Context: an optimization exercise on an open-source flow, tuned for small area, a short achievable clock period and few clock cycles per item. The choices shown serve that exercise and are no tape-out recipe.
The RTL was checked by simulation tests, not by an equivalence proof against the original design.
Power and IR drop assume default switching activity.

==> design.v <==
module xb64_engine (
    input  wire        clk,
    input  wire        rst,
    input  wire        cmd_valid,
    output wire        cmd_ready,
    input  wire [2:0]  cmd_op,
    input  wire [4:0]  cmd_klen,
    input  wire [7:0]  cmd_tlen,
    input  wire        in_valid,
    output wire        in_ready,
    input  wire [7:0]  in_data,
    output wire        out_valid,
    input  wire        out_ready,
    output wire [7:0]  out_data,
    output wire        done,
    output wire [2:0]  err_code,
    output wire [15:0] err_info
);
    localparam [7:0] PAD = 8'h3d;    
    function [7:0] b64_sym(input [5:0] v);
        case (v)
        6'd0: b64_sym = 8'h41;
        6'd1: b64_sym = 8'h42;
        6'd2: b64_sym = 8'h43;
        6'd3: b64_sym = 8'h44;
        6'd4: b64_sym = 8'h45;
        6'd5: b64_sym = 8'h46;
        6'd6: b64_sym = 8'h47;
        6'd7: b64_sym = 8'h48;
        6'd8: b64_sym = 8'h49;
        6'd9: b64_sym = 8'h4a;
        6'd10: b64_sym = 8'h4b;
        6'd11: b64_sym = 8'h4c;
        6'd12: b64_sym = 8'h4d;
        6'd13: b64_sym = 8'h4e;
        6'd14: b64_sym = 8'h4f;
        6'd15: b64_sym = 8'h50;
        6'd16: b64_sym = 8'h51;
        6'd17: b64_sym = 8'h52;
        6'd18: b64_sym = 8'h53;
        6'd19: b64_sym = 8'h54;
        6'd20: b64_sym = 8'h55;
        6'd21: b64_sym = 8'h56;
        6'd22: b64_sym = 8'h57;
        6'd23: b64_sym = 8'h58;
        6'd24: b64_sym = 8'h59;
        6'd25: b64_sym = 8'h5a;
        6'd26: b64_sym = 8'h61;
        6'd27: b64_sym = 8'h62;
        6'd28: b64_sym = 8'h63;
        6'd29: b64_sym = 8'h64;
        6'd30: b64_sym = 8'h65;
        6'd31: b64_sym = 8'h66;
        6'd32: b64_sym = 8'h67;
        6'd33: b64_sym = 8'h68;
        6'd34: b64_sym = 8'h69;
        6'd35: b64_sym = 8'h6a;
        6'd36: b64_sym = 8'h6b;
        6'd37: b64_sym = 8'h6c;
        6'd38: b64_sym = 8'h6d;
        6'd39: b64_sym = 8'h6e;
        6'd40: b64_sym = 8'h6f;
        6'd41: b64_sym = 8'h70;
        6'd42: b64_sym = 8'h71;
        6'd43: b64_sym = 8'h72;
        6'd44: b64_sym = 8'h73;
        6'd45: b64_sym = 8'h74;
        6'd46: b64_sym = 8'h75;
        6'd47: b64_sym = 8'h76;
        6'd48: b64_sym = 8'h77;
        6'd49: b64_sym = 8'h78;
        6'd50: b64_sym = 8'h79;
        6'd51: b64_sym = 8'h7a;
        6'd52: b64_sym = 8'h30;
        6'd53: b64_sym = 8'h31;
        6'd54: b64_sym = 8'h32;
        6'd55: b64_sym = 8'h33;
        6'd56: b64_sym = 8'h34;
        6'd57: b64_sym = 8'h35;
        6'd58: b64_sym = 8'h36;
        6'd59: b64_sym = 8'h37;
        6'd60: b64_sym = 8'h38;
        6'd61: b64_sym = 8'h39;
        6'd62: b64_sym = 8'h2b;
        6'd63: b64_sym = 8'h2f;
        default: b64_sym = 8'h2f;
        endcase
    endfunction
    function [6:0] b64_dec(input [7:0] b);
        if (b >= 8'h41 && b <= 8'h5a)      b64_dec = {1'b1, b[5:0] - 6'd1};    
        else if (b >= 8'h61 && b <= 8'h7a) b64_dec = {1'b1, b[5:0] - 6'd7};    
        else if (b >= 8'h30 && b <= 8'h39) b64_dec = {1'b1, b[5:0] + 6'd4};    
        else if (b == 8'h2b)               b64_dec = {1'b1, 6'd62};
        else if (b == 8'h2f)               b64_dec = {1'b1, 6'd63};
        else                               b64_dec = 7'd0;
    endfunction
    reg         idle, pkey, ptxt;    
    reg [2:0]   op;
    reg         m_key;       
    reg         m_enc;       
    reg         m_dec;       
    reg         m_sil;       
    reg         f_ekey;      
    reg         f_elen;      
    reg [7:0]   rem;         
    reg         tdone;       
    reg         tlast;       
    reg [7:0]   tcnt;        
    reg [247:0] ring;        
    reg [7:0]   kreg;        
    reg [4:0]   q;           
    reg         qz;          
    reg [4:0]   c;           
    reg [4:0]   km1;         
    reg         kfirst;      
    reg [7:0]   a;           
    reg         av;
    reg         ir;          
    reg [7:0]   o, s;        
    reg         ov, sv;
    reg [1:0]   gp;          
    reg         padm;        
    reg [23:0]  g;           
    reg         em;          
    reg [1:0]   e;           
    reg [1:0]   elast;       
    reg         dead;        
    reg         prevpad;     
    reg [1:0]   pcnt;        
    reg [7:0]   r;           
    reg [2:0]   code_r;
    reg [15:0]  info_r;
    reg         dpend;       
    reg         done_r;
    assign cmd_ready = idle;
    assign in_ready  = ir;
    assign out_valid = ov;
    assign out_data  = o;
    assign done      = done_r;
    assign err_code  = code_r;
    assign err_info  = info_r;
    wire cmd_fire = cmd_valid && idle;
    wire c_bad  = cmd_op[2] && (cmd_op[1] || cmd_op[0]);
    wire c_xk   = (cmd_op == 3'd0) || (cmd_op == 3'd1) || (cmd_op == 3'd4);
    wire c_ekey = c_xk && (cmd_klen == 5'd0);
    wire c_elen = (cmd_op == 3'd1 || cmd_op == 3'd3) && (cmd_tlen[1:0] != 2'd0);
    wire c_sil  = c_bad || c_ekey || c_elen;
    wire c_key  = c_xk && !c_ekey;
    wire [7:0] kring = ring[{q, 3'b000} +: 8];
    wire klast = (c == 5'd0);
    wire [4:0] q_dec = (q == 5'd0) ? 5'd30 : q - 5'd1;
    wire [5:0] q_sub = {1'b0, q} - {1'b0, km1} - 6'd1;
    wire [4:0] q_wrap = q_sub[5] ? q_sub[4:0] + 5'd31 : q_sub[4:0];
    wire cons_key = pkey && av && (kfirst || qz);
    wire run   = ptxt && !dpend && !sv;
    wire ehold = (gp == 2'd3) && !padm;      
    wire [6:0] dcl    = b64_dec(a);
    wire       d_pad  = (a == PAD);
    wire       d_sym  = dcl[6];
    wire [5:0] d_idx  = dcl[5:0];
    wire       fg     = (rem[7:3] == 5'd0) && (!rem[2] || rem[1:0] == 2'd0);
    wire       d_late = fg && tcnt[1];                
    wire       bad_prev = tlast && prevpad && !d_pad;  
    wire       bad_here = (!d_sym && !d_pad) || (d_pad && !d_late);
    wire       bad_now  = bad_prev || bad_here;
    wire [7:0] x = a ^ kreg;
    reg  [5:0] esym;
    always @(*) begin
        case (gp)
        2'd0: esym = x[7:2];
        2'd1: esym = tdone ? {g[1:0], 4'd0} : {g[1:0], x[7:4]};
        2'd2: esym = tdone ? {g[3:0], 2'd0} : {g[3:0], x[7:6]};
        default: esym = g[5:0];
        endcase
    end
    wire [7:0] ency = (tdone && padm) ? PAD : b64_sym(esym);
    reg [7:0] gsel;
    always @(*) begin
        case (e)
        2'd0: gsel = g[23:16];
        2'd1: gsel = g[21:14];
        default: gsel = g[19:12];
        endcase
    end
    wire [7:0] y = m_enc ? ency : ((m_dec ? gsel : a) ^ kreg);
    wire avt = av && !tdone;                  
    wire s_sil = run && m_sil;
    wire s_enc = run && m_enc;
    wire s_dec = run && m_dec;
    wire s_xs  = run && !m_sil && !m_enc && !m_dec;
    wire e_cons = s_enc && !ehold && avt;
    wire e_tail = s_enc && tdone && !(gp == 2'd0 && !padm);
    wire e_fin  = s_enc && tdone && ((gp == 2'd0 && !padm) || gp == 2'd3);
    wire emit   = s_dec && em && (tdone || av);
    wire intake = s_dec && avt && (em || 1'b1);
    wire d_fin  = s_dec && tdone && (!em || e == elast);
    wire cons = (s_sil && avt) || (s_xs && avt) || e_cons || intake;
    wire pv   = (s_xs && avt) || (s_enc && ehold) || e_cons || e_tail || emit;
    wire kadv = m_key && ((s_xs && avt) || e_cons || emit);
    wire fin  = (s_sil && tdone) || (s_xs && (tdone || (avt && tlast))) || e_fin || d_fin;
    wire in_fire = in_valid && ir;
    wire ofree   = !ov || out_ready;
    wire dgo     = dpend && !sv && ofree;
    wire av_n     = in_fire || (av && !cons && !cons_key);
    wire sv_n     = sv ? !out_ready : (pv && !ofree);
    wire dpend_n  = fin || (dpend && !dgo);
    wire pkey_n   = idle ? cmd_fire && c_key : (pkey && !(cons_key && klast));
    wire ptxt_n   = idle ? cmd_fire && !c_key : ((ptxt && !fin) || (cons_key && klast));
    wire kfirst_n = idle || (kfirst && !cons_key);
    wire qz_n     = cons_key ? !klast : (q == 5'd1);
    wire klast_n  = idle ? (cmd_klen == 5'd1) : cons_key ? (c == 5'd1) : klast;
    wire tdone_n  = idle ? (c_bad || cmd_tlen == 8'd0) :
                    cons ? tlast : tdone;
    wire tlast_n  = idle ? (!c_bad && cmd_tlen == 8'd1) :
                    cons ? (rem == 8'd2) : tlast;
    reg [1:0] gp_n;
    reg       padm_n;
    always @(*) begin
        gp_n = gp; padm_n = padm;
        if (idle) begin
            gp_n = 2'd0; padm_n = 1'b0;
        end else if (s_enc && ehold) begin
            gp_n = 2'd0;
        end else if (e_cons) begin
            gp_n = gp + 2'd1;
        end else if (e_tail) begin
            gp_n = gp + 2'd1;
            padm_n = !(padm && gp == 2'd3);
        end
    end
    wire ehold_n = (gp_n == 2'd3) && !padm_n;
    wire ir_n = (pkey_n && (!av_n || ((kfirst_n || qz_n) && (!klast_n || !tdone_n)))) ||
                (ptxt_n && !tdone_n &&
                 (!av_n || (!dpend_n && !sv_n && !ehold_n && !tlast_n)));
    always @(posedge clk)
        ring <= {cons_key ? a : ring[7:0], ring[247:8]};
    always @(posedge clk) begin
        if (rst) begin
            idle   <= 1'b1;
            pkey   <= 1'b0;
            ptxt   <= 1'b0;
            av     <= 1'b0;
            ir     <= 1'b0;
            ov     <= 1'b0;
            sv     <= 1'b0;
            dpend  <= 1'b0;
            done_r <= 1'b0;
            em     <= 1'b0;
            gp     <= 2'd0;
            padm   <= 1'b0;
        end else begin
            idle   <= !pkey_n && !ptxt_n;
            pkey   <= pkey_n;
            ptxt   <= ptxt_n;
            av     <= av_n;
            ir     <= ir_n;
            sv     <= sv_n;
            dpend  <= dpend_n;
            done_r <= dgo;
            gp     <= gp_n;
            padm   <= padm_n;
            if (pv && ofree) ov <= 1'b1;
            else if (!sv && out_ready) ov <= 1'b0;
            if (idle) em <= 1'b0;
            else if (emit && e == elast) em <= 1'b0;
            else if (intake && tcnt[1:0] == 2'd3 && !dead && !bad_now) em <= 1'b1;
        end
    end
    always @(posedge clk) begin
        kfirst <= kfirst_n;
        qz     <= qz_n;
        tdone  <= tdone_n;
        tlast  <= tlast_n;
        if (in_fire) a <= in_data;
        if (sv) begin
            if (out_ready) o <= s;
        end else if (pv) begin
            if (ofree) o <= y;
            else       s <= y;
        end
        if (cons_key) begin
            if (kfirst) kreg <= a;
            if (klast) begin
                c <= (km1 == 5'd0) ? 5'd0 : km1 - 5'd1;
                q <= (km1 == 5'd0) ? 5'd30 : ~km1;
            end else begin
                c <= c - 5'd1;
                q <= 5'd0;
            end
        end else if (kadv) begin
            kreg <= kring;
            if (klast) begin
                c <= km1;
                q <= q_wrap;
            end else begin
                c <= c - 5'd1;
            end
        end else begin
            q <= q_dec;
        end
        if (cons) begin
            tcnt <= tcnt + 8'd1;
            rem  <= rem - 8'd1;
        end
        if (idle) begin
            op      <= cmd_op;
            m_key   <= c_key;
            m_enc   <= !c_sil && (cmd_op == 3'd0 || cmd_op == 3'd2);
            m_dec   <= !c_sil && (cmd_op == 3'd1 || cmd_op == 3'd3);
            m_sil   <= c_sil;
            f_ekey  <= c_ekey;
            f_elen  <= c_elen;
            km1     <= cmd_klen - 5'd1;
            c       <= cmd_klen - 5'd1;
            kreg    <= 8'h00;
            rem     <= c_bad ? 8'd0 : cmd_tlen;
            tcnt    <= 8'd0;
            dead    <= 1'b0;
            prevpad <= 1'b0;
            pcnt    <= 2'd0;
        end
        if (e_cons) g[5:0] <= x[5:0];
        if (emit) begin
            g <= {g[17:0], intake ? d_idx : 6'd0};
            e <= e + 2'd1;
        end else if (intake) begin
            g <= {g[17:0], d_idx};
        end
        if (intake) begin
            prevpad <= d_pad;
            pcnt    <= !d_pad ? 2'd0 : (pcnt == 2'd3) ? 2'd3 : pcnt + 2'd1;
            if (d_pad && !prevpad) r <= tcnt;
            if (!dead && bad_now) begin
                dead   <= 1'b1;
                code_r <= 3'd2;
                info_r <= bad_prev ? {tcnt[7:2], 2'b10, PAD} : {tcnt, a};
            end
            if (tcnt[1:0] == 2'd3 && !dead && !bad_now) begin
                e     <= 2'd0;
                elast <= !(tlast && d_pad) ? 2'd2 : prevpad ? 2'd0 : 2'd1;
            end
        end
        if (fin) begin
            if (op[2] && op[1:0] != 2'd0) begin
                code_r <= 3'd5;
                info_r <= {13'd0, op};
            end else if (f_ekey) begin
                code_r <= 3'd3;
                info_r <= 16'd3;
            end else if (f_elen) begin
                code_r <= 3'd2;
                info_r <= {tcnt, 8'h00};
            end else if (m_dec && pcnt == 2'd3) begin
                code_r <= 3'd2;
                info_r <= {r, PAD};
            end else if (!(m_dec && dead)) begin
                code_r <= 3'd0;
                info_r <= 16'd0;
            end
        end
    end
endmodule
==> flow/run.sh <==
#!/bin/bash
# The standard layout, with plain buffers on the ports (instead of the
# delay-cell buffers the resizer picks by default) and repair_timing aiming
# for extra setup slack.  Each tool's output goes to the ORFS logs; make's
# own output goes to standard.log here.
set -euo pipefail
export BUFFER_PORTS_ARGS="-buffer_cell sky130_fd_sc_hd__buf_2"
export SETUP_SLACK_MARGIN=7.0
bash standard.sh > standard.log 2>&1
==> standard.sh <==
#!/bin/bash
# synth_recipe.tcl (not shown) runs the flow's synth.tcl, then flattens the netlist and writes it again
# the make line also repeats each setting of config.mk as NAME=value (left out here)
make -C /OpenROAD-flow-scripts/flow DESIGN_CONFIG=/design/flow/config.mk WORK_HOME=/design/flow/orfs CLKGATE_MAP_FILE= SYNTH_SCRIPT=/design/flow/synth_recipe.tcl "${@:-finish}"
==> config.mk <==
export PLATFORM = sky130hd
export DESIGN_NAME = xb64_engine
export DESIGN_NICKNAME = xb64_engine
export VERILOG_FILES = /design/flow/design.v
export SDC_FILE = /design/flow/constraint.sdc
export NUM_CORES = 4
export LEC_CHECK = 0
export CAP_MARGIN = 20
export CORE_MARGIN = 2
export CORE_UTILIZATION = 40
export SLEW_MARGIN = 20
==> constraint.sdc <==
create_clock -name core_clock -period 10.0 [get_ports {clk}]
set_input_delay 2.0000 -clock core_clock [delete_from_list [all_inputs] [get_ports {clk}]]
set_output_delay 2.0000 -clock core_clock [all_outputs]
set_load 0.01 [all_outputs]
==> qor.yml, run 1 <==
cts_buffer_depth: 3
required_ns: 10.31
drt_drc_violations_left: 0
cp_cell_sequence: "buf_12, inv_1, fa_1, xnor2_1, or4b_2, a21oi_1, xnor2_1, o21ai_0, a21o_1"
wl_per_cell_um: 17.8
period_share: 0.306
final-setup-viol-count: 0
r2r_cells: 9
slew_headroom: 0.393
drive_gt1_frac: 0.221
worstSkewPairLatency_ns: 0.56
p_per_area_nw_per_um2: 224
hold_start: "ring[23]"
grtUsageTotal: 0.167
startpoint_type: "register"
regToRegSetupSlack_ns: 6.94
maxCapViolCount: 0
cp_data_arrival_time_ns: 3.37
syn_area_um2: 15400
leakage_nw: 6.84
die_area_um2: 40100
clockRootBuffer: "clkbuf_16"
synth.distinct_cells: 83
io_pins: 60
grt.overflow.total: 0
place.port_buffers: 59
holdPathStages: 0
vias: 9974
dp_cells: 1776
regMostFlops: "ring"
synth_nets: 1320
critical_path_peak_fanout: 68
fp-row-count: 71
ys_seq_area_frac: 0.575
fin_tns_setup_ns: 0
firstDrtPassIters: 5
route.final.wire_length_um: 33500
maxSlewViolCount: 0
routabilityCongestion: 0.835
post-route-min-period_ns: 3.06
endpoint_kind: "register"
grt_pass1_wl_um: 54200
fin_skew_ns: 0.0281
ir_drop_v: 0.000151
cts_made_buffers: 40
cts_tree: "yes"
synth_area_per_cell_um2: 12.3
cp_common_cell: "xnor2_1"
max_freq_ghz: 0.327
ys_warn_count: 1
min_path_type: "register to register"
reg.largest.list: "ring (248), g (24), info_r (16)"
worst_pin_slew_ns: 0.911
r2r_start: "q[1]"
core_area_um2: 37800
finalNetCount: 1401
area_growth_syn_to_layout_pct: 16.8
antenna_left: 0
chipHeight_um: 200
hold_violations: 0
largest_reg_flops: 248
async_reset_ff_frac: 0
htreeDepth: 2
hold_buffers: 0
drt_iter0_drc: 479
synth_edf_count: 93
clkTransAtPathRegs_ns: 0.06
syn_inst: 1255
ys_ff_latch: 396
holdPathEnd: "ring[15]"
antenna_found_initial: 1
stdcell_count: 1879
timing.hold.ws_ns: 0.329
cp_slowest_cell: "or4b_2"
crit_type: "register to register"
outcome: "complete, no violations"
synth_flop_cell: "dfxtp_1"
r2r-end: "q[3]"
start_util: 0.407
grt_pass1_vias: 9926
clock-sinks: 396
viasPerCell: 5.31
die_w_um: 200
grt_max_degree: 69
max_stage_delay_ns: 0.62
hpwl_um: 22200
rsz0062_at_grt: "yes"
-- worst max path at each step --
| stage | start | end | slack, ns | cells past startpoint |
|---|---|---|---|---|
| CTS | q[1] | q[3] | 6.77 | 9 |
| global route | q[1] | q[3] | 6.78 | 9 |
| floorplan | cmd_op[0] | ir | 6.89 | 7 |
| finish | q[1] | q[3] | 6.94 | 9 |
| global placement | q[1] | q[3] | 6.51 | 9 |
| detailed placement | q[1] | q[3] | 6.46 | 9 |
-- repair_timing --
action,in CTS,in global routing
resized for setup,54,28
pin swaps,4,3
gates cloned,0,1
setup endpoints to repair,71,107
buffers inserted,10,18
-- final cells by class --
type,instances,area (um^2)
Timing Repair inverter,1,5.00
Sequential cell,396,8890
Clock buffer,54,1120
Timing Repair Buffer,97,748
Tap cell,511,639
Inverter,50,194
Clock inverter,19,181
Fill cell,3426,19800
Antenna cell,1,2.50
Multi-Input combinational cell,750,6210
-- per-stage QoR --
| stage | setup slack, ns | area (um^2) | util | power (W) |
|---|---|---|---|---|
| finish | 6.94 | 18000 | 0.476 | 0.00402 |
| global placement | 6.51 | 16200 | 0.427 | 0.00256 |
| CTS | 6.77 | 17700 | 0.469 | 0.00406 |
| global route | 6.78 | 18000 | 0.476 | 0.00421 |
| detailed placement | 6.46 | 16200 | 0.427 | 0.00257 |
| floorplan | 6.89 | 15400 | - | 0.00238 |
-- per-layer routing --
layer	vias up	wire length, um	GRT usage
met2	241	15400	0.261
met5	-	0	0
met4	0	828	0.0566
met1	4870	15900	0.236
li1	4796	-	-
met3	67	1450	0.0270
-- cell usage after synthesis, types with 30 or more instances --
cell type,number,share of area
inv_1,48,0.012
nor2_1,78,0.019
o21ai_0,68,0.022
mux4_2,72,0.11
dfxtp_1,303,0.39
clkbuf_1,37,0.0090
a22oi_1,30,0.015
nand2_1,89,0.022
a21oi_1,45,0.015
mux2i_1,33,0.021
ha_1,35,0.028
edfxtp_1,93,0.18
-- power by group --
group | internal [W] | leakage (nW) | switching, W | total, W
combinational | 0.000349 | 2.87 | 0.000434 | 0.000783
clock | 0.000826 | 0.632 | 0.000629 | 0.00145
sequential | 0.00172 | 3.33 | 0.0000658 | 0.00179
-- worst max-delay path: cells and delay by family, from the launching register on --
kind,cells,cell delay [ns]
AOI/OAI and AO/OA,3,0.45
xor gates and xnor gates,2,0.32
adders and majority gates,1,0.50
buffers and inverters,2,0.53
DFF,1,0.38
and+or+nand+nor,1,0.62
-- layout by cell type, fill, tap and decap left out, types with 5 or more instances in the layout --
| cell | count |
|---|---|
| o22ai_1 | 13 |
| a211oi_1 | 7 |
| clkinv_1 | 5 |
| a31oi_1 | 16 |
| clkbuf_8 | 8 |
| a21oi_1 | 43 |
| nand4_1 | 5 |
| inv_1 | 45 |
| clkbuf_1 | 7 |
| nor2b_1 | 8 |
| buf_2 | 37 |
| edfxtp_1 | 93 |
| o221ai_1 | 6 |
| mux2_2 | 7 |
| dfxtp_1 | 278 |
| xnor2_1 | 24 |
| nor3_1 | 23 |
| dfxtp_2 | 23 |
| mux2i_1 | 32 |
| nor2_1 | 77 |
| o21ai_0 | 66 |
| and3_1 | 7 |
| nand3_1 | 24 |
| buf_4 | 34 |
| ha_1 | 30 |
| nand2_1 | 89 |
| o211ai_1 | 8 |
| and2_1 | 9 |
| buf_6 | 23 |
| nand2b_1 | 16 |
| a21o_1 | 12 |
| mux4_2 | 72 |
| clkbuf_16 | 40 |
| clkinv_2 | 6 |
| xor2_1 | 23 |
| a221o_1 | 5 |
| a22oi_1 | 30 |
-- cell families (layout without fill, tap and decap cells) --
| kind of cell | count (synthesis) | count (layout) | share of synthesized area |
|---|---|---|---|
| muxes | 113 | 113 | 0.133 |
| adders and majority gates | 36 | 36 | 0.0297 |
| and+or+nand+nor | 292 | 292 | 0.0912 |
| buffers and inverters | 109 | 221 | 0.0297 |
| AOI/OAI and AO/OA | 261 | 261 | 0.114 |
| other | 0 | 1 | 0 |
| xor gates and xnor gates | 48 | 48 | 0.0273 |
| DFF | 396 | 396 | 0.575 |
Testbench counts, summed over its fixed seeds: cycles 27,994, bytes 23,804.
==> run 2, diff against run 1 <==
--- a/config.mk
+++ b/config.mk
@@ -10,2 +10,5 @@
 export CORE_UTILIZATION = 40
+export CTS_BUF_LIST = sky130_fd_sc_hd__clkbuf_16
+export CTS_CLUSTER_DIAMETER = 80
+export CTS_CLUSTER_SIZE = 30
 export SLEW_MARGIN = 20
==> run 2 against run 1 <==
Clock skew rose by 0.0058 ns; clock-buffer cell count is 36 lower; first-iteration DRC count rose by 3.3%; final area shrank 3.9%; combinational power about the same; total power fell by 15%; non-clock buffer count is 3 higher; critical path type unchanged; largest cell class unchanged.
==> qor.yml, run 2 <==
fp-row-count: 71
finalNetCount: 1381
cts_made_buffers: 18
hpwl_um: 22200
grt_pass1_vias: 9634
grt_max_degree: 69
worst_pin_slew_ns: 0.899
synth_nets: 1320
maxCapViolCount: 0
ys_warn_count: 1
synth_top_area_share: 0.394
fin_skew_ns: 0.0339
post-synth-top-count-cell: "dfxtp_1"
grt_pass1_wl_um: 52900
regMostFlops: "ring"
maxSlewViolCount: 0
hold_buffers: 0
worstSkewPairLatency_ns: 0.54
async_reset_ff_frac: 0
antenna_found_initial: 1
drt_iter0_drc: 495
viasPerCell: 5.31
ys_ff_latch: 396
die_area_um2: 40100
synth_edf_count: 93
drive_gt1_frac: 0.203
clock-sinks: 396
cts_tree: "yes"
required_ns: 10.32
dp_worst_setup_slack_ns: 6.46
core_area_um2: 37800
clkTransAtPathRegs_ns: 0.11
drt_drc_violations_left: 0
chipHeight_um: 200
route.final.wire_length_um: 32700
place.port_buffers: 59
final_util: 0.457
min_path_type: "register to register"
startpoint_type: "register"
die_w_um: 200
clockRootBuffer: "clkbuf_16"
final-setup-viol-count: 0
io_pins: 60
cp_data_arrival_time_ns: 3.38
r2r-end: "q[3]"
ir_drop_v: 0.000138
slew_headroom: 0.400
wl_per_cell_um: 17.8
cts_buffer_depth: 3
routabilityCongestion: 0.835
syn_area_um2: 15400
crit_type: "register to register"
yosysTopAreaCell: "dfxtp_1"
leakage_nw: 6.52
grt.overflow.total: 0
yosys-top-cells-count: "303 x dfxtp_1, 93 x edfxtp_1, 89 x nand2_1"
antenna_left: 0
rsz0062_at_grt: "yes"
hold_violations: 0
r2r_start: "q[1]"
synthTopCellsByArea: "dfxtp_1 39%, edfxtp_1 18%, mux4_2 11%"
max_freq_ghz: 0.326
critical_path_peak_fanout: 68
hold_start: "ring[183]"
fin_tns_setup_ns: 0
final_common_cell: "dfxtp_1"
vias: 9745
holdPathStages: 0
holdPathEnd: "ring[175]"
setup_ws_ns: 6.93
outcome: "complete, no violations"
regToRegSetupSlack_ns: 6.93
synth_flop_cell: "dfxtp_1"
synth_area_per_cell_um2: 12.3
area_growth_syn_to_layout_pct: 12.2
post-route-min-period_ns: 3.07
synth.distinct_cells: 83
grtUsageTotal: 0.161
syn_inst: 1255
start_util: 0.407
firstDrtPassIters: 5
endpoint_kind: "register"
largest_reg_flops: 248
period_share: 0.307
htreeDepth: 1
final_cell_mix: "278 x dfxtp_1, 93 x edfxtp_1, 89 x nand2_1"
ys_seq_area_frac: 0.575
r2r_cells: 9
p_per_area_nw_per_um2: 198
reg.largest.list: "ring (248), g (24), info_r (16)"
-- run 2: changes by cell type in the layout (fill, tap and decap cells not counted), sizes merged --
cell | previous run | this run
clkbuf | 55 | 19
clkinv | 15 | 5
inv | 49 | 55
clkinvlp | 5 | 0
buf | 96 | 99
bufinv | 1 | 0
-- run 2: cell type report --
class	count	area, um^2
Fill cell	3476	20500
Sequential cell	396	8890
Multi-Input combinational cell	750	6250
Timing Repair Buffer	100	771
Tap cell	511	639
Clock buffer	18	450
Inverter	50	193
Clock inverter	10	93.8
Antenna cell	1	2.50
-- run 2: how the worst max path moves through the flow --
stage                    from    to  slack (ns)  cells past startpoint
floorplan           cmd_op[0]    ir        6.89                      7
global placement         q[1]  q[3]        6.51                      9
detailed placement       q[1]  q[3]        6.46                      9
CTS                      q[1]  q[3]        6.79                      9
global route             q[1]  q[3]        6.79                      9
finish                   q[1]  q[3]        6.93                      9
-- run 2: logic make-up after synthesis --
logic type,after synthesis,share of synthesized area
buffers and inverters,109,0.0297
AO/OA/AOI/OAI,261,0.114
flip-flops,396,0.575
multiplexers,113,0.133
adder cells (fa/ha/maj),36,0.0297
XOR/XNOR,48,0.0273
AND/OR/NAND/NOR,292,0.0912
-- run 2: worst max-delay path, stage by stage, from the launching register on --
cell and delay [ns]:
edfxtp_1 0.40, buf_12 0.34, inv_1 0.20, fa_1 0.50, xnor2_1 0.19, or4b_2 0.62
a21oi_1 0.17, xnor2_1 0.13, o21ai_0 0.09, a21o_1 0.19
-- run 2: what timing repair did --
action                     CTS  global route
setup endpoints to repair   74            94
resized for setup           57            31
pin swaps                    5             6
cloned                       0             0
buffers inserted            11            20
-- run 2: layer usage --
metal  global-route usage  wire (um)  vias up
li1                     -          -     4723
met1                0.234      15800     4783
met2                0.257      15000      195
met3               0.0207       1240       44
met4               0.0376        710        0
met5                    0          0        -
-- run 2: power breakdown --
group	leakage [nW]	total, W	switching, W	internal [W]
Combinational	2.90	0.000784	0.000434	0.000350
Clock	0.282	0.000853	0.000507	0.000347
Sequential	3.33	0.00178	0.0000656	0.00172
-- run 2: per-stage QoR --
step | instances | total power (W) | hold slack [ns] | instance area [um^2]
6_report | 1836 | 0.00342 | 0.342 | 17300
5_1_grt | 1836 | 0.00359 | 0.346 | 17300
4_1_cts | 1815 | 0.00345 | 0.338 | 17000
3_5_place_dp | 1776 | 0.00257 | 0.333 | 16200
3_3_place_gp | 1776 | 0.00256 | 0.327 | 16200
2_1_floorplan | 1255 | 0.00238 | 0.326 | 15400
==> run 3, diff against run 2 <==
--- a/design.v
+++ b/design.v
@@ -114,2 +114,3 @@
     reg [4:0]   km1;         
+    reg [4:0]   p0;          
     reg         kfirst;      
@@ -151,4 +152,3 @@
     wire [4:0] q_dec = (q == 5'd0) ? 5'd30 : q - 5'd1;
-    wire [5:0] q_sub = {1'b0, q} - {1'b0, km1} - 6'd1;
-    wire [4:0] q_wrap = q_sub[5] ? q_sub[4:0] + 5'd31 : q_sub[4:0];
+    wire [4:0] p0_dec = (p0 == 5'd0) ? 5'd30 : p0 - 5'd1;
     wire cons_key = pkey && av && (kfirst || qz);
@@ -280,2 +280,3 @@
         end
+        p0 <= (cons_key && kfirst) ? 5'd30 : p0_dec;
         if (cons_key) begin
@@ -284,3 +285,3 @@
                 c <= (km1 == 5'd0) ? 5'd0 : km1 - 5'd1;
-                q <= (km1 == 5'd0) ? 5'd30 : ~km1;
+                q <= (km1 == 5'd0) ? (kfirst ? 5'd30 : p0_dec) : p0;
             end else begin
@@ -293,3 +294,3 @@
                 c <= km1;
-                q <= q_wrap;
+                q <= p0_dec;
             end else begin
@@ -323,3 +324,3 @@
         if (emit) begin
-            g <= {g[17:0], intake ? d_idx : 6'd0};
+            g <= {g[17:0], tdone ? 6'd0 : d_idx};
             e <= e + 2'd1;
--- a/config.mk
+++ b/config.mk
@@ -9,3 +9,3 @@
 export CORE_MARGIN = 2
-export CORE_UTILIZATION = 40
+export CORE_UTILIZATION = 60
 export CTS_BUF_LIST = sky130_fd_sc_hd__clkbuf_16
==> run 3 against run 2 <==
Total power down 2.3%; register-to-register slack gained 0.11 ns; final area down 1.4%; core utilization up 22 points; clock-buffer cell count rose by 2; non-clock buffer count down 3; critical path type is now register to output pin; highest routed layer is now met5.
==> qor.yml, run 3 <==
antenna_found_initial: 2
fin_tns_setup_ns: 0
cp_slowest_cell: "edfxtp_1"
vias: 9852
max_freq_ghz: 0.328
synthTopCellsByArea: "dfxtp_1 40%, edfxtp_1 18%, mux4_2 11%"
cell_internal_pwr_w: 0.00240
clkTransAtPathRegs_ns: 0.10
grtUsageTotal: 0.244
cp_top_family: "flip-flops"
route.final.wire_length_um: 32600
timing.hold.ws_ns: 0.341
routabilityCongestion: 0.889
startpoint_type: "register"
slew_headroom: 0.313
outcome: "complete, no violations"
die_area_um2: 27000
critPathBufInv: 1
grt_max_degree: 68
synth.distinct_cells: 75
period_share: 0.305
io_pins: 60
total_power_w: 0.00334
yosys-top-cells-count: "308 x dfxtp_1, 105 x nand2_1, 93 x edfxtp_1"
ys_warn_count: 1
hold_violations: 0
ir_drop_v: 0.000211
hold_buffers: 0
ys_ff_latch: 401
htreeDepth: 1
leakage_nw: 6.40
wl_per_cell_um: 19.5
synth_nets: 1337
cts_tree: "yes"
endpoint_kind: "output pin"
cts_made_buffers: 18
grt.overflow.total: 0
maxCapViolCount: 0
hpwl_um: 22000
place.port_buffers: 59
pwr-share-clk: 0.261
async_reset_ff_frac: 0
post-synth-top-count-cell: "dfxtp_1"
max_stage_delay_ns: 0.38
area_growth_syn_to_layout_pct: 10.8
worst_pin_slew_ns: 1.03
synth_top_area_share: 0.401
start_util: 0.611
post-route-min-period_ns: 3.05
regMostFlops: "ring"
final_common_cell: "dfxtp_1"
syn_inst: 1278
min_path_type: "register to register"
p_per_area_nw_per_um2: 196
cp_cell_sequence: "buf_2"
viasPerCell: 5.91
core_area_um2: 25200
finalNetCount: 1388
required_ns: 8.00
p_seq_frac: 0.536
antenna_left: 0
worstSkewPairLatency_ns: 0.54
largest_reg_flops: 248
syn_area_um2: 15400
clock-sinks: 401
grt_pass1_vias: 9558
drive_gt1_frac: 0.201
drt_drc_violations_left: 0
grt_pass1_wl_um: 51700
critical_path_peak_fanout: 1
synth_area_per_cell_um2: 12.0
crit_type: "register to output pin"
maxSlewViolCount: 0
power_frac_comb: 0.202
ys_seq_area_frac: 0.582
n_fill_cell: 1895
drt_iter0_drc: 779
synth_flop_cell: "dfxtp_1"
p_sw_frac: 0.282
fp-row-count: 58
yosysTopAreaCell: "dfxtp_1"
reg.largest.list: "ring (248), g (24), info_r (16)"
rsz0062_at_grt: "yes"
final-setup-viol-count: 0
final_cell_mix: "284 x dfxtp_1, 105 x nand2_1, 93 x edfxtp_1"
die_w_um: 164
synth_edf_count: 93
cts_buffer_depth: 3
clockRootBuffer: "clkbuf_16"
fin_skew_ns: 0.0250
power_switching_w: 0.000944
cp_data_arrival_time_ns: 1.05
firstDrtPassIters: 5
chipHeight_um: 164
==> run 3: through the flow <==
step	cells	utilization	setup slack, ns	cell area [um^2]
detailed placement	1608	0.633	6.47	15900
CTS	1648	0.667	6.92	16800
floorplan	1278	-	6.75	15400
finish	1668	0.677	6.95	17100
global route	1667	0.677	6.89	17100
global placement	1608	0.633	6.49	15900
==> run 3: final timing paths <==
kind | from | to | depth (start not counted) | slack (ns)
worst max-delay path | o[3] | out_data[3] | 1 | 6.95
worst min-delay path | ring[202] | ring[194] | 0 | 0.34
worst max register to register | a[7] | o[2] | 10 | 7.04
worst min register to register | ring[202] | ring[194] | 0 | 0.34
==> run 3: final cells by class <==
class                      count  area [um^2]  area share
inverter                      46          194      0.0114
multi-input combinational    765         6130       0.360
clock inverter                 8         66.3     0.00389
clock buffer                  20          500      0.0293
sequential                   401         8990       0.527
tap                          330          413      0.0242
timing repair buffer          97          753      0.0442
antenna                        1         2.50    0.000147
==> run 3: repair_timing <==
action	CTS	global route
pin swaps	0	6
cloned	0	1
setup buffers	12	18
gates resized for setup	52	33
setup endpoints to repair	66	72
==> run 3: per-layer routing <==
metal	track usage	wire length [um]	vias up
li1	-	-	4782
met1	0.349	14800	4780
met2	0.388	15000	241
met3	0.0429	1920	47
met4	0.0634	770	2
met5	0	13	-
==> run 3: cell families (layout without fill, tap and decap cells) <==
group | Yosys count | count (layout) | share of synthesized area
buffers and inverters | 113 | 171 | 0.0301
xor gates and xnor gates | 42 | 42 | 0.0239
DFF | 401 | 401 | 0.582
muxes | 104 | 104 | 0.127
other | 0 | 1 | 0
and+or+nand+nor | 317 | 317 | 0.0977
AOI/OAI and AO/OA | 271 | 272 | 0.115
adders and majority gates | 30 | 30 | 0.0244
==> run 3: power by group through the flow <==
stage | sequential [W] | clock (W) | combinational, W
3_5_place_dp | 0.00183 | 0 | 0.000644
3_3_place_gp | 0.00183 | 0 | 0.000640
6_report | 0.00179 | 0.000874 | 0.000676
2_1_floorplan | 0.00181 | 0 | 0.000491
5_1_grt | 0.00180 | 0.000956 | 0.000744
4_1_cts | 0.00179 | 0.000895 | 0.000676
Testbench counts of run 3, summed over its fixed seeds: cycles 27,994, bytes 23,804.
==> run 4, diff against run 3 <==
--- a/config.mk
+++ b/config.mk
@@ -9,3 +9,3 @@
 export CORE_MARGIN = 2
-export CORE_UTILIZATION = 60
+export CORE_UTILIZATION = 40
 export CTS_BUF_LIST = sky130_fd_sc_hd__clkbuf_16
==> run 4 against run 3 <==
Register-to-register slack gained 0.07 ns; non-clock buffer count up 3; final area increased by 1.6%; core utilization fell by 22 points; largest power group unchanged; highest routed layer unchanged.
==> qor.yml, run 4 <==
slew_headroom: 0.310
firstDrtPassIters: 4
required_ns: 8.00
p_sw_frac: 0.288
path_depth: 1
r2r_cells: 7
drt_drc_violations_left: 0
hpwl_um: 22300
fin_skew_ns: 0.0351
io_pins: 60
synth_top_area_share: 0.401
wl_per_cell_um: 18.0
syn_area_um2: 15400
route.final.wire_length_um: 33300
stdcell_area_um2: 17300
cp-endpoint: "out_data[6]"
maxCapViolCount: 0
maxSlewViolCount: 0
worstSkewPairLatency_ns: 0.54
grt_pass1_wl_um: 53900
die_w_um: 200
antenna_found_initial: 3
cts_made_buffers: 19
ys_ff_latch: 401
final_util: 0.459
pwr-share-clk: 0.266
critPathBufInv: 1
n_fill_cell: 3464
cts_buffer_depth: 3
p_per_area_nw_per_um2: 194
ys_warn_count: 1
startpoint_type: "register"
grt_pass1_vias: 9839
leakage_nw: 6.43
dp_cells: 1789
antenna_left: 0
crit_start: "o[6]"
fin_tns_setup_ns: 0
viasPerCell: 5.39
final_common_cell: "dfxtp_1"
reg.largest.list: "ring (248), g (24), info_r (16)"
cell_internal_pwr_w: 0.00240
timing.hold.ws_ns: 0.321
cp_top_family: "flip-flops"
final-setup-viol-count: 0
drt_iter0_drc: 656
max_freq_ghz: 0.327
p_seq_frac: 0.533
cp_cell_sequence: "buf_2"
outcome: "complete, no violations"
seq_area_um2: 8990
routabilityCongestion: 0.852
htreeDepth: 1
hold_buffers: 0
post-route-min-period_ns: 3.06
fp-row-count: 71
regMostFlops: "ring"
synth_flop_cell: "dfxtp_1"
grt_max_degree: 68
synthTopCellsByArea: "dfxtp_1 40%, edfxtp_1 18%, mux4_2 11%"
r2r-end: "ir"
max_stage_delay_ns: 0.38
worst_pin_slew_ns: 1.03
synth_nets: 1337
regToRegSetupSlack_ns: 7.11
cp_slowest_cell: "edfxtp_1"
clkTransAtPathRegs_ns: 0.10
chipHeight_um: 200
area_growth_syn_to_layout_pct: 12.5
ys_seq_area_frac: 0.582
clock-sinks: 401
dpl-instance-area_um2: 16200
multi_input_area_um2: 6120
drive_gt1_frac: 0.205
synth.distinct_cells: 75
crit_type: "register to output pin"
min_path_type: "register to register"
die_area_um2: 40100
post-synth-top-count-cell: "dfxtp_1"
n_antenna_cell: 0
cp_data_arrival_time_ns: 1.06
synth_area_per_cell_um2: 12.0
cts_tree: "yes"
yosys-top-cells-count: "308 x dfxtp_1, 105 x nand2_1, 93 x edfxtp_1"
hold_violations: 0
grtUsageTotal: 0.164
vias: 9983
async_reset_ff_frac: 0
grt.overflow.total: 0
period_share: 0.306
finalNetCount: 1392
power_frac_comb: 0.202
critical_path_peak_fanout: 1
endpoint_kind: "output pin"
rsz0062_at_grt: "yes"
ir_drop_v: 0.000136
start_util: 0.408
power_switching_w: 0.000970
clockRootBuffer: "clkbuf_16"
syn_inst: 1278
synth_edf_count: 93
final_cell_mix: "283 x dfxtp_1, 105 x nand2_1, 93 x edfxtp_1"
largest_reg_flops: 248
place.port_buffers: 59
stdcell_count: 1853
core_area_um2: 37800
yosysTopAreaCell: "dfxtp_1"
r2r_start: "sv"
==> run 4: cell count changes in the layout (fill, tap and decap cells not counted), moves of 2 or more <==
cell and delta:
a21oi_2 +3, a21oi_4 -3, buf_4 +3, clkinv_16 +2, inv_4 +2, nor2_1 -2
nor2_2 +2
==> run 4: layer usage <==
layer	global-route usage	part of all wire	up-vias
met5	0	0.00039	-
met4	0.0389	0.023	2
met3	0.0233	0.046	47
met2	0.261	0.45	255
met1	0.236	0.48	4886
li1	-	-	4793
==> run 4: cell families (layout without fill, tap and decap cells) <==
kind of cell	count (synthesis)	after routing	synth area share
fa+ha+maj	30	30	0.0244
xor+xnor	42	42	0.0239
mux	104	104	0.127
compound gates	271	272	0.115
buf+inv	113	176	0.0301
flops	401	401	0.582
simple gates	317	317	0.0977
==> run 4: worst min path at each step <==
| stage | startpoint | end | cells past startpoint |
|---|---|---|---|
| global placement | ring[79] | ring[71] | 0 |
| floorplan | ring[112] | ring[104] | 0 |
| CTS | ring[75] | ring[67] | 0 |
| global route | ring[75] | ring[67] | 0 |
| finish | ring[75] | ring[67] | 0 |
| detailed placement | ring[180] | ring[172] | 0 |
==> run 4: stage by stage <==
| step | total power [W] | worst slack [ns] |
|---|---|---|
| final | 0.00337 | 6.94 |
| after global routing | 0.00353 | 6.88 |
| after CTS | 0.00339 | 6.91 |
| after detailed placement | 0.00247 | 6.44 |
| after global placement | 0.00247 | 6.47 |
| after floorplan | 0.00230 | 6.75 |
==> run 4: cell type report <==
class                      instances  share of cell area
timing repair buffer             100              0.0454
clock inverter                    11             0.00686
inverter                          46              0.0112
clock buffer                      19              0.0274
sequential                       401               0.519
multi-input combinational        765               0.353
tap                              511              0.0369
==> run 4: what timing repair did <==
| action | in CTS | in global routing |
|---|---|---|
| gates resized for setup | 56 | 28 |
| cloned | 0 | 1 |
| buffers inserted | 14 | 19 |
| pin swaps | 0 | 5 |
| endpoints found under the setup margin | 66 | 64 |
==> run 4: power by group through the flow <==
stage / Sequential, W / Clock [W] / Combinational (W)
5_1_grt: 0.00180 / 0.000981 / 0.000747
4_1_cts: 0.00179 / 0.000920 / 0.000679
3_3_place_gp: 0.00183 / 0 / 0.000645
6_report: 0.00179 / 0.000894 / 0.000679
2_1_floorplan: 0.00181 / 0 / 0.000491
3_5_place_dp: 0.00183 / 0 / 0.000646
==> run 5, diff against run 4 <==
--- a/flow/run.sh
+++ b/flow/run.sh
@@ -7,3 +7,3 @@
 export BUFFER_PORTS_ARGS="-buffer_cell sky130_fd_sc_hd__buf_2"
-export SETUP_SLACK_MARGIN=7.0
+export SETUP_SLACK_MARGIN=7.2
 bash standard.sh > standard.log 2>&1
==> run 5 against run 4 <==
Combinational power up 3.2%; maximum frequency up 0.59%; largest cell class unchanged; core utilization up 0.99 points; worst hold slack better by 0.024 ns; register-to-register slack better by 0.19 ns.
==> qor.yml, run 5 <==
outcome: "complete, no violations"
yosysTopAreaCell: "dfxtp_1"
fin_tns_setup_ns: 0
ys_warn_count: 1
cp_cell_sequence: "buf_2"
post-route-min-period_ns: 3.04
crit_start: "o[6]"
start_util: 0.408
firstDrtPassIters: 5
yosys-mux-area-fraction: 0.127
synth_edf_count: 93
clkTransAtPathRegs_ns: 0.11
finalNetCount: 1412
maxCapViolCount: 0
clock-sinks: 401
yosys.area_share.adder: 0.0244
period_share: 0.304
drt_drc_violations_left: 0
cp_data_arrival_time_ns: 1.04
final-setup-viol-count: 0
hold_start: "ring[129]"
stdcell_count: 1872
vias: 10100
n_antenna_cell: 0
required_ns: 8.00
endpoint_kind: "output pin"
synth_nets: 1337
synth_top_family_by_area: "multiplexers"
syn_inst: 1278
cts_made_buffers: 18
r2r_cells: 11
io_pins: 60
synth_flop_cell: "dfxtp_1"
grt_pass1_wl_um: 54200
r2r_start: "gp[0]"
min_path_type: "register to register"
async_reset_ff_frac: 0
max_stage_delay_ns: 0.37
place.port_buffers: 59
viasPerCell: 5.37
synth_area_per_cell_um2: 12.0
leakage_nw: 6.55
synth_xor_area_frac: 0.0239
fin_skew_ns: 0.0208
wl_per_cell_um: 18.2
critical_path_peak_fanout: 1
max_freq_ghz: 0.329
grt.overflow.total: 0
routabilityCongestion: 0.863
syn_area_um2: 15400
chipHeight_um: 200
rsz0062_at_grt: "yes"
post-synth-top-count-cell: "dfxtp_1"
synth.distinct_cells: 75
fp-row-count: 71
cp_top_family: "flip-flops"
final_common_cell: "dfxtp_1"
ys_ff_latch: 401
dp_cells: 1789
final_cell_mix: "282 x dfxtp_1, 105 x nand2_1, 93 x edfxtp_1"
largest_reg_flops: 248
regMostFlops: "ring"
route.final.wire_length_um: 34200
die_area_um2: 40100
synthTopCellsByArea: "dfxtp_1 40%, edfxtp_1 18%, mux4_2 11%"
die_w_um: 200
grt_pass1_vias: 9820
grtUsageTotal: 0.165
cp_slowest_cell: "edfxtp_1"
holdPathStages: 0
core_area_um2: 37800
antenna_left: 0
synth_compound_area_frac: 0.115
cts_tree: "yes"
startpoint_type: "register"
maxSlewViolCount: 0
ir_drop_v: 0.000150
p_per_area_nw_per_um2: 189
total_power_w: 0.00334
hold_violations: 0
drive_gt1_frac: 0.235
critPathBufInv: 1
reg.largest.list: "ring (248), g (24), info_r (16)"
cts_buffer_depth: 3
ys_seq_area_frac: 0.582
synth_top_area_share: 0.401
worstSkewPairLatency_ns: 0.54
drt_iter0_drc: 530
antenna_found_initial: 1
path_depth: 1
yosys-top-cells-count: "308 x dfxtp_1, 105 x nand2_1, 93 x edfxtp_1"
worst_pin_slew_ns: 1.02
hpwl_um: 22200
crit_type: "register to output pin"
area_growth_syn_to_layout_pct: 15.0
htreeDepth: 1
clockRootBuffer: "clkbuf_16"
slew_headroom: 0.321
grt_max_degree: 68
yosys.area_share.simple: 0.0977
-- run 5: final cells by class --
class / instances / area, um^2
tap: 511 / 639
timing repair buffer: 120 / 965
multi-input combinational: 766 / 6350
sequential: 401 / 9000
inverter: 46 / 198
clock inverter: 10 / 100
clock buffer: 18 / 450
fill: 3415 / 20100
-- run 5: worst paths after layout --
check | endpoint | slack [ns]
worst max-delay path | out_data[6] | 6.96
worst min register to register | ring[121] | 0.35
worst max register to register | o[2] | 7.30
worst min-delay path | ring[121] | 0.35
-- run 5: where the power goes --
| group | switching [W] | leakage, nW | internal (W) |
|---|---|---|---|
| Combinational | 0.000397 | 2.89 | 0.000305 |
| Sequential | 0.0000586 | 3.38 | 0.00173 |
| Clock | 0.000502 | 0.280 | 0.000345 |
-- run 5: layer usage --
metal,global-route usage,part of all wire,vias up
li1,-,-,4835
met1,0.236,0.48,4981
met2,0.269,0.47,207
met3,0.0238,0.044,31
met4,0.0328,0.014,2
met5,0,0.00038,-
-- run 5: logic make-up after synthesis --
group / after synthesis
adder cells (fa/ha/maj): 30
buffers and inverters: 113
XOR/XNOR: 42
flip-flops: 401
AO/OA/AOI/OAI: 271
multiplexers: 104
AND/OR/NAND/NOR: 317
-- run 5: what timing repair did --
action | CTS | global route
setup buffers | 27 | 26
hold buffers | 0 | 0
gates cloned | 1 | 1
pin swaps | 8 | 22
resized for setup | 82 | 48
hold endpoints to repair | 0 | 0
setup endpoints to repair | 118 | 115
-- run 5: stage by stage --
step | setup WS (ns) | cell area, um^2 | util | hold WS [ns]
after floorplan | 6.75 | 15500 | - | 0.326
after global placement | 6.46 | 16200 | 0.428 | 0.328
after detailed placement | 6.45 | 16200 | 0.428 | 0.332
after CTS | 6.94 | 17200 | 0.457 | 0.346
after global routing | 6.92 | 17700 | 0.469 | 0.354
final | 6.96 | 17700 | 0.469 | 0.345
==> run 6, diff against run 5 <==
--- a/flow/run.sh
+++ b/flow/run.sh
@@ -7,3 +7,3 @@
 export BUFFER_PORTS_ARGS="-buffer_cell sky130_fd_sc_hd__buf_2"
-export SETUP_SLACK_MARGIN=7.2
+export SETUP_SLACK_MARGIN=6.8
 bash standard.sh > standard.log 2>&1
==> run 6 against run 5 <==
Clock skew rose by 0.018 ns; first-iteration DRC count rose by 28%; final cell count fell by 1.1%; critical endpoint is now out_valid; total power rose by 2.4%.
==> qor.yml, run 6 <==
fp-row-count: 71
stdcell_count: 1851
htreeDepth: 1
firstDrtPassIters: 5
yosys.area_share.adder: 0.0244
startpoint_type: "register"
post-synth-top-count-cell: "dfxtp_1"
routabilityCongestion: 0.867
synth_area_per_cell_um2: 12.0
antenna_left: 0
endpoint_kind: "output pin"
async_reset_ff_frac: 0
finalNetCount: 1387
synth.distinct_cells: 75
stdcell_area_um2: 17100
reg.largest.list: "ring (248), g (24), info_r (16)"
place.port_buffers: 59
yosys.area_share.simple: 0.0977
ir_drop_v: 0.000132
maxSlewViolCount: 0
synth_top_area_share: 0.401
ys_seq_area_frac: 0.582
yosys-mux-area-fraction: 0.127
critPathBufInv: 1
antenna_found_initial: 2
max_stage_delay_ns: 0.42
dpl-instance-area_um2: 16200
min_path_type: "register to register"
post-route-min-period_ns: 3.12
synth_compound_area_frac: 0.115
slew_headroom: 0.314
synth_flop_cell: "dfxtp_1"
hold_violations: 0
chipHeight_um: 200
critical_path_peak_fanout: 6
total_power_w: 0.00342
maxCapViolCount: 0
drive_gt1_frac: 0.178
final-setup-viol-count: 0
synth_top_family_by_area: "multiplexers"
crit_start: "ov"
outcome: "complete, no violations"
viasPerCell: 5.39
syn_area_um2: 15400
core_area_um2: 37800
r2r_start: "a[6]"
synthTopCellsByArea: "dfxtp_1 40%, edfxtp_1 18%, mux4_2 11%"
cp_cell_sequence: "buf_2"
grt_max_degree: 68
leakage_nw: 6.40
cp_data_arrival_time_ns: 1.12
multi_input_area_um2: 6060
rsz0062_at_grt: "no"
synth_xor_area_frac: 0.0239
worst_pin_slew_ns: 1.03
route.final.wire_length_um: 33000
yosys-top-cells-count: "308 x dfxtp_1, 105 x nand2_1, 93 x edfxtp_1"
ys_warn_count: 1
hpwl_um: 22100
final_common_cell: "dfxtp_1"
grt_pass1_wl_um: 52800
n_fill_cell: 3489
cp_top_family: "flip-flops"
max_freq_ghz: 0.320
clockRootBuffer: "clkbuf_16"
crit_type: "register to output pin"
final_cell_mix: "306 x dfxtp_1, 105 x nand2_1, 93 x edfxtp_1"
synth_nets: 1337
grtUsageTotal: 0.160
clock-sinks: 401
start_util: 0.408
seq_area_um2: 8960
die_w_um: 200
final_util: 0.454
cts_buffer_depth: 3
drt_iter0_drc: 676
largest_reg_flops: 248
syn_inst: 1278
clkTransAtPathRegs_ns: 0.11
ys_ff_latch: 401
grt_pass1_vias: 9631
fin_tns_setup_ns: 0
regMostFlops: "ring"
required_ns: 8.00
p_per_area_nw_per_um2: 200
yosysTopAreaCell: "dfxtp_1"
drt_drc_violations_left: 0
wl_per_cell_um: 17.8
area_growth_syn_to_layout_pct: 11.3
period_share: 0.312
cts_tree: "yes"
dp_cells: 1789
cp_slowest_cell: "dfxtp_1"
grt.overflow.total: 0
io_pins: 60
synth_edf_count: 93
vias: 9985
cts_made_buffers: 20
hold_start: "ring[11]"
die_area_um2: 40100
fin_skew_ns: 0.0385
worstSkewPairLatency_ns: 0.56
==> run 6: layout make-up <==
class,instances,area share
multi-input combinational,764,0.354
sequential,401,0.523
inverter,46,0.0113
clock inverter,11,0.00906
timing repair buffer,95,0.0332
antenna,1,0.000146
tap,511,0.0373
clock buffer,22,0.0321
==> run 6: worst paths after layout <==
kind	slack [ns]	cells past startpoint	endpoint
max	6.88	1	out_valid
min	0.34	0	ring[3]
max reg2reg	7.01	7	o[1]
min reg2reg	0.34	0	ring[3]
==> run 6: timing repair <==
| item | 4_1_cts | 5_1_grt |
|---|---|---|
| setup buffers | 2 | 26 |
| setup endpoints to repair | 32 | 36 |
| hold buffers | 0 | 0 |
| pin swaps | 0 | 1 |
| resized for setup | 5 | 8 |
==> run 6: routing by layer <==
layer | track usage | part of all wire | up-vias
li1 | - | - | 4783
met4 | 0.0373 | 0.023 | 2
met3 | 0.0247 | 0.053 | 53
met1 | 0.231 | 0.47 | 4886
met2 | 0.255 | 0.45 | 261
met5 | 0 | 0.00036 | -
==> run 6: stage by stage <==
stage	hold slack [ns]	setup slack [ns]
after floorplan	0.326	6.75
after global placement	0.327	6.48
after detailed placement	0.331	6.36
after CTS	0.335	6.83
after global routing	0.342	6.78
final	0.341	6.88
==> run 6: power breakdown <==
part	switching (W)	internal (W)
clock	0.000557	0.000428
sequential	0.0000549	0.00173
combinational	0.000383	0.000268
==> run 6: cells by family (layout without fill, tap and decap cells) <==
family	after synthesis	in the layout
simple gates	317	317
mux	104	104
other cells	0	1
flops	401	401
fa+ha+maj	30	30
xor+xnor	42	42
compound gates	271	271
buf+inv	113	174
==> run 7, diff against run 6 <==
--- a/flow/run.sh
+++ b/flow/run.sh
@@ -7,3 +7,3 @@
 export BUFFER_PORTS_ARGS="-buffer_cell sky130_fd_sc_hd__buf_2"
-export SETUP_SLACK_MARGIN=6.8
+export SETUP_SLACK_MARGIN=6.9
 bash standard.sh > standard.log 2>&1
==> run 7 against run 6 <==
Still clean on timing, DRC and antenna; final cell count down 0.97%; clock power down 13%; final area down 1.2%; area after synthesis unchanged; sequential power about the same; non-clock buffer count down 12; global-route usage up 0.26 points; clock-buffer cell count down 4; flip-flop and latch count unchanged; routed wire length down 0.36%; critical path type is now register to register.
==> qor.yml, run 7 <==
chipHeight_um: 200
n_fill_cell: 3475
cts_made_buffers: 18
antenna_found_initial: 2
yosys-top-cells-count: "308 x dfxtp_1, 105 x nand2_1, 93 x edfxtp_1"
final-setup-viol-count: 0
grt_max_degree: 68
fin_tns_setup_ns: 0
ys_ff_latch: 401
io_pins: 60
route.final.wire_length_um: 32800
async_reset_ff_frac: 0
post-synth-top-count-cell: "dfxtp_1"
synth_edf_count: 93
wl_per_cell_um: 17.9
final_cell_mix: "301 x dfxtp_1, 105 x nand2_1, 93 x edfxtp_1"
p_per_area_nw_per_um2: 194
synth_area_per_cell_um2: 12.0
rsz0062_at_grt: "yes"
finalNetCount: 1373
leakage_nw: 6.28
grt_pass1_wl_um: 53900
drt_iter0_drc: 661
slew_headroom: 0.335
yosysTopAreaCell: "dfxtp_1"
final_common_cell: "dfxtp_1"
core_area_um2: 37800
grtUsageTotal: 0.163
dp_cells: 1792
cp_data_arrival_time_ns: 3.35
stdcell_count: 1833
clockRootBuffer: "clkbuf_16"
maxSlewViolCount: 0
critical_path_peak_fanout: 7
required_ns: 10.30
synth_nets: 1337
largest_reg_flops: 248
drive_gt1_frac: 0.173
endpoint_kind: "register"
area_growth_syn_to_layout_pct: 9.92
synth.distinct_cells: 75
syn_area_um2: 15400
ys_warn_count: 1
viasPerCell: 5.47
max_freq_ghz: 0.328
place.port_buffers: 59
maxCapViolCount: 0
hold_buffers: 0
die_area_um2: 40100
worstSkewPairLatency_ns: 0.54
n_antenna_cell: 0
grt.overflow.total: 0
die_w_um: 200
drt_drc_violations_left: 0
clock-sinks: 401
cts_buffer_depth: 3
cts_tree: "yes"
hold_violations: 0
synth_flop_cell: "dfxtp_1"
firstDrtPassIters: 5
fp-row-count: 71
synth_top_area_share: 0.401
syn_inst: 1278
post-route-min-period_ns: 3.05
min_path_type: "register to register"
ir_drop_v: 0.000121
clkTransAtPathRegs_ns: 0.11
vias: 10000
grt_pass1_vias: 9821
antenna_left: 0
start_util: 0.408
fin_skew_ns: 0.0177
htreeDepth: 1
outcome: "complete, no violations"
ys_seq_area_frac: 0.582
synthTopCellsByArea: "dfxtp_1 40%, edfxtp_1 18%, mux4_2 11%"
reg.largest.list: "ring (248), g (24), info_r (16)"
routabilityCongestion: 0.861
hpwl_um: 22300
regMostFlops: "ring"
crit_type: "register to register"
period_share: 0.305
worst_pin_slew_ns: 0.997
total_power_w: 0.00329
startpoint_type: "register"
## run 7: final cells by class
| cell class | instances | area [um^2] | area share |
|---|---|---|---|
| multi-input cells | 764 | 6070 | 0.359 |
| clock buffers | 18 | 450 | 0.0266 |
| inverters | 46 | 194 | 0.0115 |
| flip-flops and latches | 401 | 8970 | 0.530 |
| well taps | 511 | 639 | 0.0378 |
| clock inverters | 10 | 92.6 | 0.00547 |
| repair buffers | 83 | 503 | 0.0297 |
## run 7: logic make-up (layout without fill, tap and decap cells)
logic type	Yosys count	in the layout	share of synthesized area
compound gates	271	271	0.115
xor+xnor	42	42	0.0239
fa+ha+maj	30	30	0.0244
buf+inv	113	157	0.0301
flops	401	401	0.582
mux	104	104	0.127
simple gates	317	317	0.0977
## run 7: report_power, final
group          total (W)  switching, W  internal (W)
sequential       0.00179     0.0000588       0.00173
clock           0.000854      0.000509      0.000345
combinational   0.000646      0.000380      0.000265
## run 7: layer usage
layer  global-route usage  up-vias  part of all wire
met5                    0        -           0.00043
met2                0.262      254              0.46
li1                     -     4741                 -
met4               0.0307        2             0.015
met1                0.237     4999              0.47
met3               0.0223       32             0.048
## run 7: final timing paths
check | slack, ns | cells after the start | from | endpoint
setup / recovery | 6.95 | 12 | gp[1] | o[2]
hold / removal | 0.34 | 0 | ring[11] | ring[3]
setup reg to reg | 6.95 | 12 | gp[1] | o[2]
hold reg to reg | 0.34 | 0 | ring[11] | ring[3]
## run 7: what timing repair did
| action | CTS | global route |
|---|---|---|
| resized for setup | 8 | 15 |
| setup endpoints to repair | 23 | 40 |
| endpoints found under the hold margin | 0 | 0 |
| pin swaps | 0 | 1 |
| setup buffers | 5 | 8 |
## run 7: metrics by stage
stage                     worst slack (ns)  hold WS, ns   util  area (um^2)
final                                 6.95        0.344  0.448        16900
after global routing                  6.76        0.351  0.448        16900
after CTS                             6.79        0.345  0.445        16800
after detailed placement              6.40        0.331  0.429        16200
after global placement                6.49        0.328  0.428        16200
after floorplan                       6.75        0.326      -        15400
## run 7: critical path: stages, from the launching register on
cell and delay, ns:
dfxtp_1 0.44, inv_1 0.11, ha_1 0.30, nand2b_1 0.12, o21ai_0 0.10, a21oi_2 0.26
ha_1 0.28, inv_1 0.09, a21o_1 0.16, a41oi_1 0.20, a221oi_1 0.11, o32a_2 0.38
mux2_2 0.26
==> run 8, diff against run 7 <==
==> flow/run.sh (replaced) <==
#!/bin/bash
# The standard layout, with plain buffers on the ports, repair_timing
# aiming for extra setup slack, and a flatter clock tree.  Each tool's output
# goes to the ORFS logs; make's own output goes to standard.log here.
set -euo pipefail
export BUFFER_PORTS_ARGS="-buffer_cell sky130_fd_sc_hd__buf_2"
export SETUP_SLACK_MARGIN=7.0
export CTS_ARGS="-sink_clustering_enable -repair_clock_nets -sink_clustering_size 30 -sink_clustering_max_diameter 80 -buf_list sky130_fd_sc_hd__clkbuf_16 -sink_clustering_levels 1"
bash standard.sh > standard.log 2>&1
==> run 8 against run 7 <==
Critical path depth shrank 11; critical endpoint is now out_data[6]; largest cell class unchanged; first-iteration DRC count shrank 0.76%; global-route usage grew 0.099 points; largest power group unchanged; total power grew 2.3%; sequential power is essentially flat.
==> qor.yml, run 8 <==
regMostFlops: "ring"
io_pins: 60
chipHeight_um: 200
drt_iter0_drc: 656
grt.overflow.total: 0
yosysTopAreaCell: "dfxtp_1"
regToRegSetupSlack_ns: 7.11
ys_seq_area_frac: 0.582
worstSkewPairLatency_ns: 0.54
synth_flop_cell: "dfxtp_1"
vias: 9983
synth.distinct_cells: 75
route.final.wire_length_um: 33300
cp_top_family: "flip-flops"
highest_layer: "met5"
clockRootBuffer: "clkbuf_16"
synth_area_per_cell_um2: 12.0
outcome: "complete, no violations"
antenna_left: 0
antenna_found_initial: 3
rsz0062_at_grt: "yes"
required_ns: 8.00
slew_headroom: 0.310
ys_ff_latch: 401
grt_pass1_vias: 9839
hold_buffers: 0
crit_type: "register to output pin"
grt_pass1_wl_um: 53900
synth_nets: 1337
drt_drc_violations_left: 0
post-synth-top-count-cell: "dfxtp_1"
cts_made_buffers: 19
cp_slowest_cell: "edfxtp_1"
die_area_um2: 40100
post-route-min-period_ns: 3.06
core_area_um2: 37800
drt-met1-wl_um: 15900
reg.largest.list: "ring (248), g (24), info_r (16)"
final_common_cell: "dfxtp_1"
wl_met3_um: 1530
dp_worst_setup_slack_ns: 6.44
max_freq_ghz: 0.327
crit_start: "o[6]"
clock-sinks: 401
fin_tns_setup_ns: 0
cp_cell_sequence: "buf_2"
n_fill_cell: 3464
ys_warn_count: 1
routabilityCongestion: 0.852
p_per_area_nw_per_um2: 194
syn_inst: 1278
r2r_start: "sv"
start_util: 0.408
cp_data_arrival_time_ns: 1.06
hpwl_um: 22300
period_share: 0.306
fp-row-count: 71
viasPerCell: 5.39
endpoint_kind: "output pin"
synth_edf_count: 93
area_growth_syn_to_layout_pct: 12.5
grt_max_degree: 68
final-setup-viol-count: 0
synthTopCellsByArea: "dfxtp_1 40%, edfxtp_1 18%, mux4_2 11%"
grtUsageTotal: 0.164
yosys-top-cells-count: "308 x dfxtp_1, 105 x nand2_1, 93 x edfxtp_1"
cts_buffer_depth: 3
setup_ws_ns: 6.94
place.port_buffers: 59
synth_top_area_share: 0.401
max_stage_delay_ns: 0.38
fin_skew_ns: 0.0351
wl_per_cell_um: 18.0
cts_tree: "yes"
hold_start: "ring[75]"
finalNetCount: 1392
async_reset_ff_frac: 0
critPathBufInv: 1
worst_pin_slew_ns: 1.03
met2_wirelength_um: 15100
die_w_um: 200
leakage_nw: 6.43
maxSlewViolCount: 0
largest_reg_flops: 248
startpoint_type: "register"
clkTransAtPathRegs_ns: 0.10
firstDrtPassIters: 4
n_antenna_cell: 0
final_cell_mix: "283 x dfxtp_1, 105 x nand2_1, 93 x edfxtp_1"
min_path_type: "register to register"
syn_area_um2: 15400
hold_violations: 0
critical_path_peak_fanout: 1
drive_gt1_frac: 0.205
htreeDepth: 1
ir_drop_v: 0.000136
maxCapViolCount: 0
-- run 8: cell count changes in the layout (fill, tap and decap cells not counted), sizes merged --
cell	change
clkbuf	+1
inv	+2
buf	+17
o21a	+1
clkinv	-1
-- run 8: routing by layer --
metal / global-route usage / vias to the layer above
met2: 0.261 / 255
met4: 0.0389 / 2
li1: - / 4793
met3: 0.0233 / 47
met1: 0.236 / 4886
met5: 0 / -
-- run 8: cells by family after synthesis --
logic type	after synthesis	synth area share
adders and majority gates	30	0.0244
muxes	104	0.127
AOI/OAI and AO/OA	271	0.115
and+or+nand+nor	317	0.0977
DFF	401	0.582
buffers and inverters	113	0.0301
xor gates and xnor gates	42	0.0239
-- run 8: final timing paths --
path | endpoint | depth (start not counted)
setup / recovery | out_data[6] | 1
hold reg to reg | ring[67] | 0
setup reg to reg | ir | 7
hold / removal | ring[67] | 0
-- run 8: final cells by class --
class                      count  area, um^2  area share
timing repair buffer         100         787      0.0454
clock inverter                11         119     0.00686
clock buffer                  19         475      0.0274
inverter                      46         194      0.0112
sequential                   401        8990       0.519
tap                          511         639      0.0369
multi-input combinational    765        6120       0.353
-- run 8: what timing repair did --
item	CTS	global route
cloned	0	1
setup buffers	14	19
pin swaps	0	5
gates resized for setup	56	28
endpoints found under the setup margin	66	64
-- run 8: where the power goes --
part	switching (W)	leakage (nW)	internal (W)
clock network	0.000525	0.303	0.000369
registers	0.0000572	3.38	0.00173
logic	0.000388	2.74	0.000292
-- run 8: metrics by stage --
step            util  instances  cell area [um^2]  hold slack (ns)  power (W)
2_1_floorplan      -       1278             15400            0.326    0.00230
3_5_place_dp   0.428       1789             16200            0.331    0.00247
6_report       0.459       1853             17300            0.321    0.00337
3_3_place_gp   0.428       1789             16200            0.328    0.00247
4_1_cts        0.452       1833             17100            0.315    0.00339
5_1_grt        0.459       1853             17300            0.324    0.00353

-- separate check: timing with driven ports --
The flow's constraints put no driver on any port. The routed layouts listed below were extracted and timed again, unchanged, in two steps. Step 1 assumes that a clkbuf_16 drives the clock port and a buf_2 every other input. Step 2 also shifts input and output timing later by t, the mid clock arrival at the registers, as if the neighbouring blocks saw the same clock. Slacks: ideal / step 1 / step 2; pairs: ideal / step 1.
run	t, ns	slack for setup (ns)	latest minus earliest clock arrival (ns)	worst register clock-pin slew, ns
run 1	0.599	6.940 / 6.894 / 6.584	0.028 / 0.028	0.07 / 0.07
run 2	0.575	6.932 / 6.922 / 6.575	0.037 / 0.037	0.11 / 0.11
run 3	0.571	6.947 / 6.899 / 6.425	0.028 / 0.028	0.12 / 0.12
run 4	0.574	6.939 / 6.888 / 6.464	0.040 / 0.040	0.11 / 0.11
run 5	0.579	6.957 / 6.905 / 6.485	0.023 / 0.022	0.11 / 0.11
run 6	0.593	6.879 / 6.828 / 6.378	0.041 / 0.041	0.11 / 0.11
run 7	0.585	6.950 / 6.899 / 6.441	0.024 / 0.023	0.11 / 0.11
run 8	0.574	6.939 / 6.888 / 6.464	0.040 / 0.040	0.11 / 0.11
After both steps every run listed still meets setup and hold. For run 3, which loses most, drivers alone change the setup slack by -0.048 ns; drivers and shift together by -0.522 ns.
